Background: an optimization exercise with open tools, aiming at small area, a short achievable clock period and few clock cycles. Do not read the settings as production practice.
Only simulation tests tie the RTL to the original design; equivalence was not proved.
Power figures rest on the tool's default switching activity, not on a simulated workload.

==> run.sh <==
#!/bin/bash
# synth_recipe.tcl (not shown) runs the flow's synth.tcl, then flattens the netlist and writes it again
# the make line also repeats each setting of config.mk as NAME=value (left out here)
make -C /OpenROAD-flow-scripts/flow DESIGN_CONFIG=/design/flow/config.mk WORK_HOME=/design/flow/orfs CLKGATE_MAP_FILE= SYNTH_SCRIPT=/design/flow/synth_recipe.tcl finish
==> config.mk <==
export PLATFORM = sky130hd
export DESIGN_NAME = pcb_top
export DESIGN_NICKNAME = pcb_top
export VERILOG_FILES = /design/flow/design.v
export SDC_FILE = /design/flow/constraint.sdc
export NUM_CORES = 4
export LEC_CHECK = 0
export CAP_MARGIN = 20
export CORE_MARGIN = 2
export CORE_UTILIZATION = 45
export PLACE_DENSITY = 0.6
export SLEW_MARGIN = 20
==> constraint.sdc <==
create_clock -name core_clock -period 25.0 [get_ports {clk}]
set_input_delay 5.0000 -clock core_clock [delete_from_list [all_inputs] [get_ports {clk}]]
set_output_delay 5.0000 -clock core_clock [all_outputs]
set_load 0.01 [all_outputs]
==> design.v <==
module pcb_fadd (
    input  wire        clk,
    input  wire        sa,
    input  wire [11:0] ea,
    input  wire [55:0] ma,
    input  wire        sb,
    input  wire [11:0] eb,
    input  wire [55:0] mb,
    output reg  [63:0] y         
);
    wire        swap = ({eb, mb} > {ea, ma});
    wire [11:0] dab  = ea - eb;
    wire [11:0] dba  = eb - ea;
    reg         r0_sx, r0_sz, r0_zs;
    reg  [11:0] r0_ex, r0_d;
    reg  [55:0] r0_mx, r0_mz;
    always @(posedge clk) begin
        r0_sx <= swap ? sb : sa;
        r0_sz <= swap ? sa : sb;
        r0_ex <= swap ? eb : ea;
        r0_mx <= swap ? mb : ma;
        r0_mz <= swap ? ma : mb;
        r0_d  <= swap ? dba : dab;
        r0_zs <= sa & sb;
    end
    wire [5:0]  dsh = (r0_d > 12'd63) ? 6'd63 : r0_d[5:0];
    wire [55:0] Zs  = r0_mz >> dsh;
    wire        zl  = |(r0_mz & ~({56{1'b1}} << dsh));
    wire [55:0] Z   = {Zs[55:1], Zs[0] | zl};
    wire [56:0] S   = (r0_sx ^ r0_sz) ? ({1'b0, r0_mx} - {1'b0, Z}) : ({1'b0, r0_mx} + {1'b0, Z});
    reg  [56:0] r_s;
    reg  [11:0] r_e;
    reg         r_sx, r_zs;
    always @(posedge clk) begin
        r_s  <= S;
        r_e  <= r0_ex;
        r_sx <= r0_sx;
        r_zs <= r0_zs;
    end
    reg [5:0] lz;
    integer i;
    always @* begin
        lz = 6'd0;
        for (i = 0; i <= 56; i = i + 1)
            if (r_s[i]) lz = 6'd56 - i[5:0];
    end
    wire [5:0]  shn = ({6'd0, lz} > r_e) ? r_e[5:0] : lz;
    wire [56:0] Sn  = r_s << shn;
    wire [12:0] ey  = {1'b0, r_e} + 13'd1 - {7'd0, shn};
    wire [10:0] fe  = Sn[56] ? ey[10:0] : 11'd0;
    wire        over = Sn[56] && (ey >= 13'd2047);
    wire        up  = Sn[3] & ((|Sn[2:0]) | Sn[4]);
    wire [62:0] mag = {fe, Sn[55:4]} + {62'd0, up};
    always @* begin
        if (r_s == 57'd0)
            y = {r_zs, 63'd0};
        else if (over)
            y = {r_sx, 11'h7FF, 52'd0};
        else
            y = {r_sx, mag};
    end
endmodule
module pcb_funpack (
    input  wire [63:0] x,
    input  wire [1:0]  k,        
    input  wire        neg,
    output wire        s,
    output reg  [11:0] e,
    output reg  [55:0] m
);
    wire [10:0] xe = x[62:52];
    wire [11:0] ee = (xe == 11'd0) ? 12'd1 : {1'b0, xe};
    wire [55:0] mm = {xe != 11'd0, x[51:0], 3'b000};
    wire [2:0]  kd = (k == 2'd1) ? 3'd2 : 3'd3;
    assign s = x[63] ^ neg;
    always @* begin
        e = ee;
        m = mm;
        case (k)
            2'd3: e = ee + 12'd2;
            2'd1, 2'd2: begin
                if (ee > {9'd0, kd}) e = ee - {9'd0, kd};
                else begin
                    e = 12'd1;
                    m = mm >> (kd + 3'd1 - ee[2:0]);
                end
            end
            default: ;
        endcase
    end
endmodule
module pcb_top (
    input  wire        clk,
    input  wire        rst,
    input  wire        req,
    input  wire        we,
    input  wire [15:0] addr,
    input  wire [31:0] wdata,
    output wire        ack,
    output wire [31:0] rdata
);
    localparam [63:0]  INIT_TIMEOUT_RESET = 64'h3FF0000000000000;
    localparam integer F_CORRUPT = 0, F_SHORT = 1, F_EMPTY = 2, F_SEQ_MATCH = 3,
                       F_FRAME_OK = 4, F_ACCEPT = 5, F_ACK_MATCH = 6, F_ADVANCED = 7,
                       F_RTT_UPDATED = 8;
    localparam integer E_CMD = 0, E_LEN = 1, E_ADDR = 2, E_RTT = 3;
    reg         eng;             
    reg  [31:0] cmd_last;
    reg  [8:0]  flags;
    reg  [3:0]  errs;
    reg  [5:0]  txplen;          
    reg  [6:0]  rxflen;          
    reg  [7:0]  ackin0, ackin1;
    reg  [1:0]  acklen;
    reg  [7:0]  ackbyte;
    reg         ackv;
    reg         tx_seq, rx_exp, retx;
    reg  [7:0]  rxseq;
    reg  [15:0] rxcsum;
    reg         seqv, hdrv;
    reg  [15:0] csum;
    reg  [63:0] sample, est, dev, tmo, inittmo;
    reg  [31:0] txm [0:15];
    reg  [31:0] rxm [0:15];
    reg  [4:0]  tx_h, rx_h;
    reg  [15:0] tx_a, rx_a;
    reg  [31:0] tx_l, rx_l;
    reg  [3:0]  cs_j;            
    reg  [3:0]  cs_jr;           
    reg         cs_v;            
    reg  [31:0] eng_w;
    reg  [15:0] cs_acc;
    reg         cs_rx;
    reg         rtt_busy;
    reg  [4:0]  rtt_step;
    reg  [1:0]  p1_dst, wb_dst;  
    reg         p1_abs, wb_abs;
    wire        aligned = (addr[1:0] == 2'b00);
    wire        lowpg   = (addr[15:7] == 9'd0);
    wire        is_reg  = aligned && lowpg && (addr[6:2] <= 5'd19);
    wire        is_txw  = aligned && (addr[15:12] == 4'h1) && (addr[11:6] == 6'd0);
    wire        is_rxw  = aligned && (addr[15:12] == 4'h2) && (addr[11:6] == 6'd0);
    wire        mapped  = is_reg || is_txw || is_rxw;
    wire [4:0]  ra      = addr[6:2];
    wire [3:0]  wk      = addr[5:2];
    wire [31:0] w = wdata;
    wire        c_nop      = (w == 32'h00000000);
    wire        c_enc      = (w == 32'h00001000);
    wire        c_enci     = (w[31:1] == 31'h00000801);
    wire        c_verify   = (w == 32'h00001100);
    wire        c_ackenc   = (w == 32'h00001200);
    wire        c_ackenci  = (w[31:1] == 31'h00000901);
    wire        c_ackchk   = (w == 32'h00001300);
    wire        c_ackchki  = (w[31:1] == 31'h00000981);
    wire        c_txflip   = (w == 32'h00002000);
    wire        c_rxflip   = (w == 32'h00002100);
    wire        c_seqrst   = (w == 32'h00002200);
    wire        c_rttrst   = (w == 32'h00003000);
    wire        c_rttupd   = (w == 32'h00003100);
    wire        c_retxmark = (w == 32'h00003200);
    wire        c_txcommit = (w == 32'h00004000);
    wire        c_rxcommit = (w == 32'h00004100);
    wire        c_legal = c_nop | c_enc | c_enci | c_verify | c_ackenc | c_ackenci |
                          c_ackchk | c_ackchki | c_txflip | c_rxflip | c_seqrst |
                          c_rttrst | c_rttupd | c_retxmark | c_txcommit | c_rxcommit;
    wire        c_cs_tx = c_enc | c_enci;
    wire        c_cs_rx = c_verify | c_rxcommit;
    wire        sample_valid  = (sample[62:52] != 11'h7FF) && !(sample[63] && (sample[62:0] != 63'd0));
    wire        ack_match_tx  = (acklen == 2'd1) && (ackin0 == {7'd0, tx_seq});
    wire        ack_match_imm = (acklen == 2'd1) && (ackin0 == {7'd0, w[0]});
    wire [3:0]  bidx    = eng ? cs_j  : wk;
    wire        bsel_rx = eng ? cs_rx : addr[13];
    wire [31:0] bufword = bsel_rx ? rxm[bidx] : txm[bidx];
    wire [6:0]  txend   = {1'b0, txplen} + 7'd2;      
    wire [6:0]  rxend   = rxflen - 7'd1;               
    wire [3:0]  tx_lw   = txend[5:2];
    wire [3:0]  rx_lw   = rxend[5:2];
    wire        tx_zero = (txplen == 6'd0);
    wire        rx_zero = (rxflen == 7'd0);
    wire        tx_fast = tx_zero || ((tx_h != 5'd0) && ({1'b0, tx_lw} == tx_h - 5'd1));
    wire        rx_fast = rx_zero || ((rx_h != 5'd0) && ({1'b0, rx_lw} == rx_h - 5'd1));
    function [15:0] oc_sum(input [15:0] a, input [31:0] wd, input [3:0] m);
        reg [17:0] r; reg [16:0] r1;
        begin
            r  = {2'd0, a} +
                 {2'd0, m[1] ? wd[15:8]  : 8'd0, m[0] ? wd[7:0]   : 8'd0} +
                 {2'd0, m[3] ? wd[31:24] : 8'd0, m[2] ? wd[23:16] : 8'd0};
            r1 = {1'b0, r[15:0]} + {15'd0, r[17:16]};
            oc_sum = r1[15:0] + {15'd0, r1[16]};
        end
    endfunction
    function [3:0] bmask(input [3:0] j, input [3:0] lw, input [1:0] q, input hdr);
        integer b;
        begin
            for (b = 0; b < 4; b = b + 1)
                bmask[b] = ((j != lw) || (b[1:0] <= q)) && !(hdr && (j == 4'd0) && (b < 3));
        end
    endfunction
    wire        tx_eng = eng && !cs_rx;
    wire        rx_eng = eng && cs_rx;
    wire [3:0]  tx_j   = tx_eng ? cs_jr : tx_lw;
    wire [3:0]  rx_j   = rx_eng ? cs_jr : rx_lw;
    wire [15:0] tx_s0  = oc_sum(tx_eng ? cs_acc : (tx_zero ? 16'd0 : tx_a),
                                tx_eng ? eng_w : tx_l,
                                (tx_zero && !tx_eng) ? 4'd0 : bmask(tx_j, tx_lw, txend[1:0], 1'b1));
    wire [15:0] rx_s0  = oc_sum(rx_eng ? cs_acc : (rx_zero ? 16'd0 : rx_a),
                                rx_eng ? eng_w : rx_l,
                                (rx_zero && !rx_eng) ? 4'd0 : bmask(rx_j, rx_lw, rxend[1:0], 1'b0));
    wire [15:0] tx_s1  = (tx_s0 == 16'hFFFF) ? 16'h0001 : tx_s0 + 16'd1;
    wire        sb     = c_enci ? w[0] : tx_seq;
    wire [15:0] tx_c   = ~((sb && !tx_eng) ? tx_s1 : tx_s0);
    wire [15:0] rx_c   = ~rx_s0;
    wire        tx_last = cs_v && (cs_jr == tx_lw);
    wire        rx_last = cs_v && (cs_jr == rx_lw);
    wire        eng_last = cs_rx ? rx_last : tx_last;
    wire [7:0]  F0 = rxm[0][7:0], F1 = rxm[0][15:8], F2 = rxm[0][23:16];
    wire        rx_short   = (rxflen < 7'd3);
    wire        rx_seqv    = !rx_zero;
    wire        rx_hdrv    = !rx_short;
    wire        rx_corrupt = (rx_c != 16'h0000);
    wire        rx_seqm    = rx_seqv && (F0 == {7'd0, rx_exp});
    wire        rx_ok      = rx_hdrv && !rx_corrupt;
    wire        rx_accept  = rx_ok && rx_seqm;
    wire        rtt_reg  = lowpg && ((ra == 5'd0) || (ra >= 5'd10));
    wire        go       = !eng && req && !(rtt_busy && rtt_reg);
    wire        host_wr  = go && we;
    wire        cmd_wr   = host_wr && aligned && (addr == 16'h0000);
    wire        cs_go    = cmd_wr && ((c_cs_tx && !tx_fast) || (c_cs_rx && !rx_fast));
    wire        tx_fin   = (cmd_wr && c_cs_tx && tx_fast) || (tx_eng && tx_last);
    wire        rx_fin   = (cmd_wr && c_cs_rx && rx_fast) || (rx_eng && rx_last);
    wire        rtt_go   = cmd_wr && sample_valid &&
                           (c_rttupd || (c_txcommit && ack_match_tx && !retx));
    assign ack = req && ((go && !cs_go) || (eng && eng_last));
    reg [31:0] reg_rd;
    always @* begin
        case (ra)
            5'd0:  reg_rd = cmd_last;
            5'd1:  reg_rd = {12'd0, errs, 7'd0, flags};
            5'd2:  reg_rd = {9'd0, {1'b0, txplen} + 7'd3, 10'd0, txplen};
            5'd3:  reg_rd = {9'd0, rx_short ? 7'd0 : rxflen - 7'd3, 9'd0, rxflen};
            5'd4:  reg_rd = {14'd0, acklen, ackin1, ackin0};
            5'd5:  reg_rd = {23'd0, ackv, ackbyte};
            5'd6:  reg_rd = {29'd0, retx, rx_exp, tx_seq};
            5'd7:  reg_rd = {6'd0, hdrv, seqv, rxcsum, rxseq};
            5'd8:  reg_rd = {16'd0, csum};
            5'd9:  reg_rd = 32'd61;
            5'd10: reg_rd = sample[31:0];
            5'd11: reg_rd = sample[63:32];
            5'd12: reg_rd = est[31:0];
            5'd13: reg_rd = est[63:32];
            5'd14: reg_rd = dev[31:0];
            5'd15: reg_rd = dev[63:32];
            5'd16: reg_rd = tmo[31:0];
            5'd17: reg_rd = tmo[63:32];
            5'd18: reg_rd = inittmo[31:0];
            5'd19: reg_rd = inittmo[63:32];
            default: reg_rd = 32'd0;
        endcase
    end
    assign rdata = (is_txw || is_rxw) ? bufword : (is_reg ? reg_rd : 32'd0);
    wire        s_tiny = (sample[62:52] <= 11'd3);
    wire        a_tiny = (tmo[62:52] <= 11'd2);
    reg  [63:0] op_xa, op_xb;
    reg  [1:0]  op_ka, op_kb;
    reg         op_nb, op_zb;
    reg  [1:0]  op_dst;
    reg         op_abs;
    reg  [4:0]  nxt_step;
    always @* begin
        op_xa = est; op_ka = 2'd0;
        op_xb = est; op_kb = 2'd2; op_nb = 1'b1; op_zb = 1'b0;
        op_dst = 2'd0; op_abs = 1'b0;
        nxt_step = rtt_step + 5'd1;
        if (!rtt_busy) begin
            op_dst = rtt_go ? 2'd3 : 2'd0;                        
        end else begin
            case (rtt_step)
            5'd1: begin                                           
                op_xa = dev; op_xb = dev; op_kb = 2'd1; op_dst = 2'd2;
                if (s_tiny) nxt_step = 5'd16;
            end
            5'd3: begin                                           
                op_xa = tmo; op_xb = sample; op_kb = 2'd2; op_nb = 1'b0; op_dst = 2'd1;
            end
            5'd16: begin                                          
                op_xa = sample; op_ka = 2'd2; op_zb = 1'b1; op_dst = 2'd1;
            end
            5'd19: begin                                          
                op_xa = tmo; op_xb = est; op_kb = 2'd0; op_nb = 1'b0; op_dst = 2'd1;
                nxt_step = 5'd4;
            end
            5'd6: begin                                           
                op_xa = sample; op_xb = est; op_kb = 2'd0; op_nb = 1'b1;
                op_dst = 2'd3; op_abs = 1'b1;
            end
            5'd9: begin
                if (a_tiny) begin                                 
                    op_xa = tmo; op_ka = 2'd1; op_zb = 1'b1; op_dst = 2'd3;
                    nxt_step = 5'd20;
                end else begin                                    
                    op_xa = dev; op_xb = tmo; op_kb = 2'd1; op_nb = 1'b0; op_dst = 2'd2;
                end
            end
            5'd22: begin                                          
                op_xa = dev; op_xb = tmo; op_kb = 2'd0; op_nb = 1'b0; op_dst = 2'd2;
                nxt_step = 5'd10;
            end
            5'd12: begin                                          
                op_xa = est; op_xb = dev; op_kb = 2'd3; op_nb = 1'b0; op_dst = 2'd3;
            end
            default: ;
            endcase
        end
    end
    wire        ua_s, ub_s;
    wire [11:0] ua_e, ub_e;
    wire [55:0] ua_m, ub_m;
    wire [63:0] ad_y;
    pcb_funpack u_ua (.x(op_xa), .k(op_ka), .neg(1'b0), .s(ua_s), .e(ua_e), .m(ua_m));
    pcb_funpack u_ub (.x(op_xb), .k(op_kb), .neg(op_nb), .s(ub_s), .e(ub_e), .m(ub_m));
    pcb_fadd    u_add (.clk(clk),
                       .sa(ua_s), .ea(ua_e), .ma(ua_m),
                       .sb(op_zb ? 1'b1 : ub_s), .eb(op_zb ? 12'd1 : ub_e), .mb(op_zb ? 56'd0 : ub_m),
                       .y(ad_y));
    wire [63:0] wb_y = {ad_y[63] & !wb_abs, ad_y[62:0]};
    wire tx_wr = host_wr && is_txw;
    wire rx_wr = host_wr && is_rxw;
    always @(posedge clk) begin
        if (tx_wr) txm[wk] <= wdata;
        if (tx_fin && !rst) txm[0][23:0] <= {tx_c[7:0], tx_c[15:8], 7'd0, sb};
        if (rx_wr) rxm[wk] <= wdata;
    end
    always @(posedge clk) begin
        if (rst) begin
            eng      <= 1'b0;
            cmd_last <= 32'd0;
            flags    <= 9'd0;
            errs     <= 4'd0;
            txplen   <= 6'd0;
            rxflen   <= 7'd0;
            ackin0   <= 8'd0;
            ackin1   <= 8'd0;
            acklen   <= 2'd0;
            ackbyte  <= 8'd0;
            ackv     <= 1'b0;
            tx_seq   <= 1'b0;
            rx_exp   <= 1'b0;
            retx     <= 1'b0;
            rxseq    <= 8'd0;
            rxcsum   <= 16'd0;
            seqv     <= 1'b0;
            hdrv     <= 1'b0;
            csum     <= 16'd0;
            sample   <= 64'd0;
            est      <= 64'd0;
            dev      <= 64'd0;
            tmo      <= INIT_TIMEOUT_RESET;
            inittmo  <= INIT_TIMEOUT_RESET;
            tx_h     <= 5'd0;
            rx_h     <= 5'd0;
            tx_a     <= 16'd0;
            rx_a     <= 16'd0;
            tx_l     <= 32'd0;
            rx_l     <= 32'd0;
            cs_j     <= 4'd0;
            cs_jr    <= 4'd0;
            cs_v     <= 1'b0;
            eng_w    <= 32'd0;
            cs_acc   <= 16'd0;
            cs_rx    <= 1'b0;
            rtt_busy <= 1'b0;
            rtt_step <= 5'd0;
            p1_dst   <= 2'd0;
            p1_abs   <= 1'b0;
            wb_dst   <= 2'd0;
            wb_abs   <= 1'b0;
        end else begin
            if (tx_wr) begin
                if (wk == 4'd0) begin
                    tx_h <= 5'd1; tx_a <= 16'd0; tx_l <= wdata;
                end else if ({1'b0, wk} == tx_h) begin
                    tx_h <= tx_h + 5'd1;
                    tx_a <= oc_sum(tx_a, tx_l, (tx_h == 5'd1) ? 4'b1000 : 4'b1111);
                    tx_l <= wdata;
                end else if ({1'b0, wk} + 5'd1 == tx_h) begin
                    tx_l <= wdata;
                end else if ({1'b0, wk} < tx_h) begin
                    tx_h <= 5'd0;
                end
            end
            if (rx_wr) begin
                if (wk == 4'd0) begin
                    rx_h <= 5'd1; rx_a <= 16'd0; rx_l <= wdata;
                end else if ({1'b0, wk} == rx_h) begin
                    rx_h <= rx_h + 5'd1;
                    rx_a <= oc_sum(rx_a, rx_l, 4'b1111);
                    rx_l <= wdata;
                end else if ({1'b0, wk} + 5'd1 == rx_h) begin
                    rx_l <= wdata;
                end else if ({1'b0, wk} < rx_h) begin
                    rx_h <= 5'd0;
                end
            end
            if (tx_fin) csum <= tx_c;
            if (rx_fin) begin
                csum <= rx_c;
                flags[F_CORRUPT]   <= rx_corrupt;
                flags[F_SHORT]     <= rx_short;
                flags[F_EMPTY]     <= rx_zero;
                flags[F_SEQ_MATCH] <= rx_seqm;
                flags[F_FRAME_OK]  <= rx_ok;
                flags[F_ACCEPT]    <= rx_accept;
                seqv   <= rx_seqv;
                hdrv   <= rx_hdrv;
                rxseq  <= rx_seqv ? F0 : 8'h00;
                rxcsum <= rx_hdrv ? {F1, F2} : 16'h0000;
                if (c_rxcommit) begin
                    if (!rx_seqv) begin
                        ackbyte <= 8'h00;
                        ackv    <= 1'b0;
                    end else if (!rx_ok) begin
                        ackbyte <= {7'd0, ~rx_exp};
                        ackv    <= 1'b1;
                    end else begin
                        ackbyte <= F0;
                        ackv    <= 1'b1;
                    end
                    if (rx_accept) rx_exp <= ~rx_exp;
                end
            end
            if (eng) begin
                eng_w <= bufword;
                cs_jr <= cs_j;
                cs_v  <= 1'b1;
                cs_j  <= cs_j + 4'd1;
                if (eng_last) eng <= 1'b0;
                else if (cs_v) cs_acc <= cs_rx ? rx_s0 : tx_s0;
            end else if (cs_go) begin
                eng    <= 1'b1;
                cs_j   <= 4'd0;
                cs_v   <= 1'b0;
                cs_rx  <= c_cs_rx;
                cs_acc <= c_cs_rx ? 16'd0 : {15'd0, sb};
            end
            p1_dst <= op_dst;
            p1_abs <= op_abs;
            wb_dst <= p1_dst;
            wb_abs <= p1_abs;
            case (wb_dst)
                2'd1: est <= wb_y;
                2'd2: dev <= wb_y;
                2'd3: tmo <= wb_y;
                default: ;
            endcase
            if (rtt_busy) begin
                rtt_step <= nxt_step;
                if (rtt_step == 5'd14) rtt_busy <= 1'b0;
            end else if (rtt_go) begin
                rtt_busy <= 1'b1;
                rtt_step <= 5'd1;
            end
            if (go) begin
                if (!mapped) begin
                    errs[E_ADDR] <= 1'b1;
                end else if (we && is_reg) begin
                    case (ra)
                    5'd0: begin
                        cmd_last <= wdata;
                        if (!c_legal) errs[E_CMD] <= 1'b1;
                        if (c_ackenc) begin
                            ackbyte <= rxseq;
                            ackv    <= seqv;
                        end
                        if (c_ackenci) begin
                            ackbyte <= {7'd0, w[0]};
                            ackv    <= 1'b1;
                        end
                        if (c_ackchk)  flags[F_ACK_MATCH] <= ack_match_tx;
                        if (c_ackchki) flags[F_ACK_MATCH] <= ack_match_imm;
                        if (c_txflip)  tx_seq <= ~tx_seq;
                        if (c_rxflip)  rx_exp <= ~rx_exp;
                        if (c_seqrst) begin
                            tx_seq <= 1'b0;
                            rx_exp <= 1'b0;
                        end
                        if (c_rttrst) begin
                            est  <= 64'd0;
                            dev  <= 64'd0;
                            tmo  <= inittmo;
                            retx <= 1'b0;
                        end
                        if (c_retxmark) retx <= 1'b1;
                        if (c_rttupd) begin
                            flags[F_RTT_UPDATED] <= sample_valid;
                            if (!sample_valid) errs[E_RTT] <= 1'b1;
                        end
                        if (c_txcommit) begin
                            flags[F_ACK_MATCH] <= ack_match_tx;
                            if (ack_match_tx) begin
                                tx_seq            <= ~tx_seq;
                                retx              <= 1'b0;
                                flags[F_ADVANCED] <= 1'b1;
                                flags[F_RTT_UPDATED] <= !retx && sample_valid;
                                if (!retx && !sample_valid) errs[E_RTT] <= 1'b1;
                            end else begin
                                retx                 <= 1'b1;
                                flags[F_ADVANCED]    <= 1'b0;
                                flags[F_RTT_UPDATED] <= 1'b0;
                            end
                        end
                    end
                    5'd1: errs <= errs & ~wdata[19:16];
                    5'd2: if (wdata[15:0] > 16'd61) errs[E_LEN] <= 1'b1;
                          else txplen <= wdata[5:0];
                    5'd3: if (wdata[15:0] > 16'd64) errs[E_LEN] <= 1'b1;
                          else rxflen <= wdata[6:0];
                    5'd4: if (wdata[17:16] == 2'd3) errs[E_LEN] <= 1'b1;
                          else begin
                              ackin0 <= wdata[7:0];
                              ackin1 <= wdata[15:8];
                              acklen <= wdata[17:16];
                          end
                    5'd6: begin
                        tx_seq <= wdata[0];
                        rx_exp <= wdata[1];
                        retx   <= wdata[2];
                    end
                    5'd10: sample[31:0]   <= wdata;
                    5'd11: sample[63:32]  <= wdata;
                    5'd18: inittmo[31:0]  <= wdata;
                    5'd19: inittmo[63:32] <= wdata;
                    default: ;
                    endcase
                end
            end
        end
    end
endmodule
==> results.txt <==
## logic make-up (layout without fill, tap and decap cells)
logic type      after synthesis  after routing
other cells                   0             17
compound gates             2798           2798
mux                         923            923
simple gates               3969           3969
buf+inv                    1151           1088
xor+xnor                    366            366
fa+ha+maj                   361            361
flops                      1861           1861
## worst paths after layout
path | from | endpoint | slack [ns] | depth (start not counted)
max | addr[2] | rdata[30] | 9.62 | 13
min reg2reg | u_add.r0_ex[0] | u_add.r_e[0] | 0.32 | 0
min | u_add.r0_ex[0] | u_add.r_e[0] | 0.32 | 0
max reg2reg | cs_rx | txm[7][23] | 11.92 | 50
## state kept, by name, indices dropped and copies added (netlist names), 57 cells and up
signal and cells:
est 64, tmo 64, u_add.r_s 57, inittmo 64, dev 64, txm 512, rxm 512, sample 64
## layout by cell type, fill, tap and decap left out, types with 71 or more instances in the layout
master / netlist / final
mux2_2: 72 / 71
o22ai_1: 98 / 97
nor3_1: 216 / 195
xor2_1: 129 / 127
nor4_1: 78 / 78
o211ai_1: 76 / 76
clkbuf_16: 0 / 204
a222oi_1: 105 / 105
a211oi_1: 210 / 208
nand3_1: 301 / 300
nor2b_1: 94 / 91
edfxtp_1: 1024 / 1024
inv_1: 313 / 313
o21ai_0: 455 / 443
a22o_1: 79 / 79
and3_1: 157 / 156
ha_1: 284 / 283
a221oi_1: 135 / 135
nor2_1: 936 / 901
nand4_1: 88 / 88
nand2b_1: 83 / 78
a21oi_1: 794 / 790
fa_1: 76 / 76
buf_4: 2 / 292
mux4_2: 275 / 275
a21o_1: 127 / 127
nand2_1: 1722 / 1715
a22oi_1: 130 / 130
mux2i_1: 575 / 571
xnor2_1: 236 / 233
dfxtp_1: 837 / 836
## critical path, stage by stage
cell             delay, ns
clkdlybuf4s50_1       0.40
buf_4                 0.21
mux2i_4               0.18
buf_4                 0.69
buf_4                 0.78
mux4_2                0.37
nand2_1               0.06
and3_1                0.20
a311oi_1              0.46
a31oi_1               0.25
buf_4                 0.29
o21ai_0               0.72
clkdlybuf4s50_1       0.69
## where the power goes
group,internal (mW),switching (mW)
Clock,1.82,1.37
Sequential,3.22,0.000261
Combinational,0.0725,0.196
Total,5.12,1.56
## cell type report
type,instances,area [µm²],share of cell area
Antenna cell,17,42.5,0.000350
Clock inverter,122,1560,0.0128
Inverter,323,1210,0.00997
Timing Repair Buffer,386,3070,0.0253
Multi-Input combinational cell,8417,58600,0.482
Sequential cell,1861,47500,0.391
Clock buffer,257,5570,0.0459
Tap cell,3202,4010,0.0330
## routing by layer
layer	global-route usage	wire, µm
met3	0.0739	45900
met5	0	58
met4	0.325	50800
met2	0.592	218000
met1	0.457	176000
==> impl_metrics.json <==
{
  "setup_ws_ns": 9.62,
  "htree_levels": 4,
  "cap_violations": 0,
  "antenna_found_initial": 28,
  "async_reset_ff_frac": 0,
  "synth-edff-count": 1024,
  "clock_sinks": 1861,
  "grt_pass1_wl_um": 686000,
  "fin_util": 0.501,
  "synth_nets": 11841,
  "cp.required_ns": 20.00,
  "rows": 181,
  "finalNonFillerCells": 14585,
  "clockBufferDepth": 3,
  "drive_gt1_frac": 0.110,
  "synth_common_cells": "1722 x nand2_1, 1024 x edfxtp_1, 936 x nor2_1",
  "hp-class": "flop to flop",
  "synth_top_area_cell": "edfxtp_1",
  "setup_viol": 0,
  "synthDominantCellAreaShare": 0.280,
  "drv_slew": 0,
  "status": "complete, no violations",
  "core_um2": 243000,
  "die_area_um2": 248000,
  "ctsResizeCount": 0,
  "gp_congestion": 1.04,
  "grt_pass1_vias": 91505,
  "end_kind": "output pin",
  "drt_iter0_drc": 13317,
  "dp_slack_ns": 9.51,
  "ys_seq_area_frac": 0.433,
  "drt-total-wl_um": 490000,
  "ir_drop_uv": 110,
  "critPathArrivalTime_ns": 10.38,
  "drcViolationCount": 0,
  "placedCellCount": 14187,
  "drtPass1Iterations": 14,
  "postCtsHoldBufs": 0,
  "worst_pin_slew_ns": 1.24,
  "worstPathMaxFanout": 42,
  "numCtsBuffers": 202,
  "ys_dominant_reg_cell": "edfxtp_1",
  "fillers": 22202,
  "die_h_um": 498,
  "synthTopCellsByArea": "edfxtp_1 28%, dfxtp_1 15%, nand2_1 5.9%",
  "drtAntennaViolNets": 0,
  "synthAdderAreaFrac": 0.0464,
  "final_area_um2": 122000,
  "yosys_warnings": 3,
  "place_area_um2": 114000,
  "io_pins": 85,
  "hold_violations": 0,
  "portBuffers": 84,
  "finalCriticalPeriod_ns": 15.38,
  "postCtsSetupRepairBufs": 0,
  "p_total_mw": 6.68,
  "vias": 97146,
  "avgSynthCellArea_um2": 9.60,
  "synthToLayoutAreaGrowth_pct": 10.8,
  "synthSimpleGateAreaFrac": 0.163,
  "p_per_area_nw_per_um2": 54.9,
  "grt_usage": 0.382,
  "overflow": 0,
  "dp_hpwl_um": 348000,
  "synth_compound_area_frac": 0.172,
  "clock-root-buffer": "clkbuf_16",
  "maxSlewHeadroom": 0.173,
  "dieWidth_um": 498,
  "fin_hold_ws_ns": 0.325,
  "synth_xor_area_frac": 0.0293,
  "wl_per_cell_um": 33.6,
  "setup_tns_ns": 0,
  "clk_pin_slew_ns": 0.06,
  "synth_top_family_by_area": "compound AO/OA/AOI/OAI gates",
  "leakage_nw": 43.6,
  "fin_crit_sh": 0.615,
  "rsz0062_at_grt": "false",
  "post_drt_via_cell_ratio": 6.66,
  "synthMuxAreaShare": 0.116,
  "path_class": "primary input to output pin",
  "ys_types": 107,
  "fin_worst_skew_ns": 0.0924,
  "start_util": 0.452,
  "cts_tree": "yes",
  "synth.most_common_cell": "nand2_1",
  "grt_max_degree": 190,
  "timing.fmax_ghz": 0.0650,
  "clkLatencyLatePin_ns": 0.89,
  "nNetsFinal": 11603,
  "critPathLaunchType": "primary input",
  "netlist_area_um2": 110000,
  "syn_inst": 11429,
  "ys_ff_latch": 1861
}
Testbench counts, summed over its fixed seeds: cycles 21,798.

-- what the ideal ports hide --
How much do the figures lean on ideal ports? The routed layout below was timed once more, with nothing changed but the port constraints. Step 1 (the two cells are an assumption about what drives the block):
set clk [get_ports {clk}]
set_driving_cell -lib_cell sky130_fd_sc_hd__clkbuf_16 $clk
set_driving_cell -lib_cell sky130_fd_sc_hd__buf_2 [delete_from_list [all_inputs] $clk]
Step 2 adds t to the input delays and takes it off the output delays; t is the mean of the earliest and latest rising clock arrival at the registers after step 1. Input paths then give back, and output paths get back, about the clock's delay inside the block. Slacks: no drivers / after step 1 / after step 2; pairs: no drivers / after step 1.
shift t [ns]: 0.946
setup slack, ns: 9.622 / 9.601 / 9.601
worst register clock-pin slew, ns: 0.07 / 0.07
After both steps this run still meets setup and hold. The setup slack of this run moves by -0.021 ns with the drivers and by -0.021 ns with both steps.
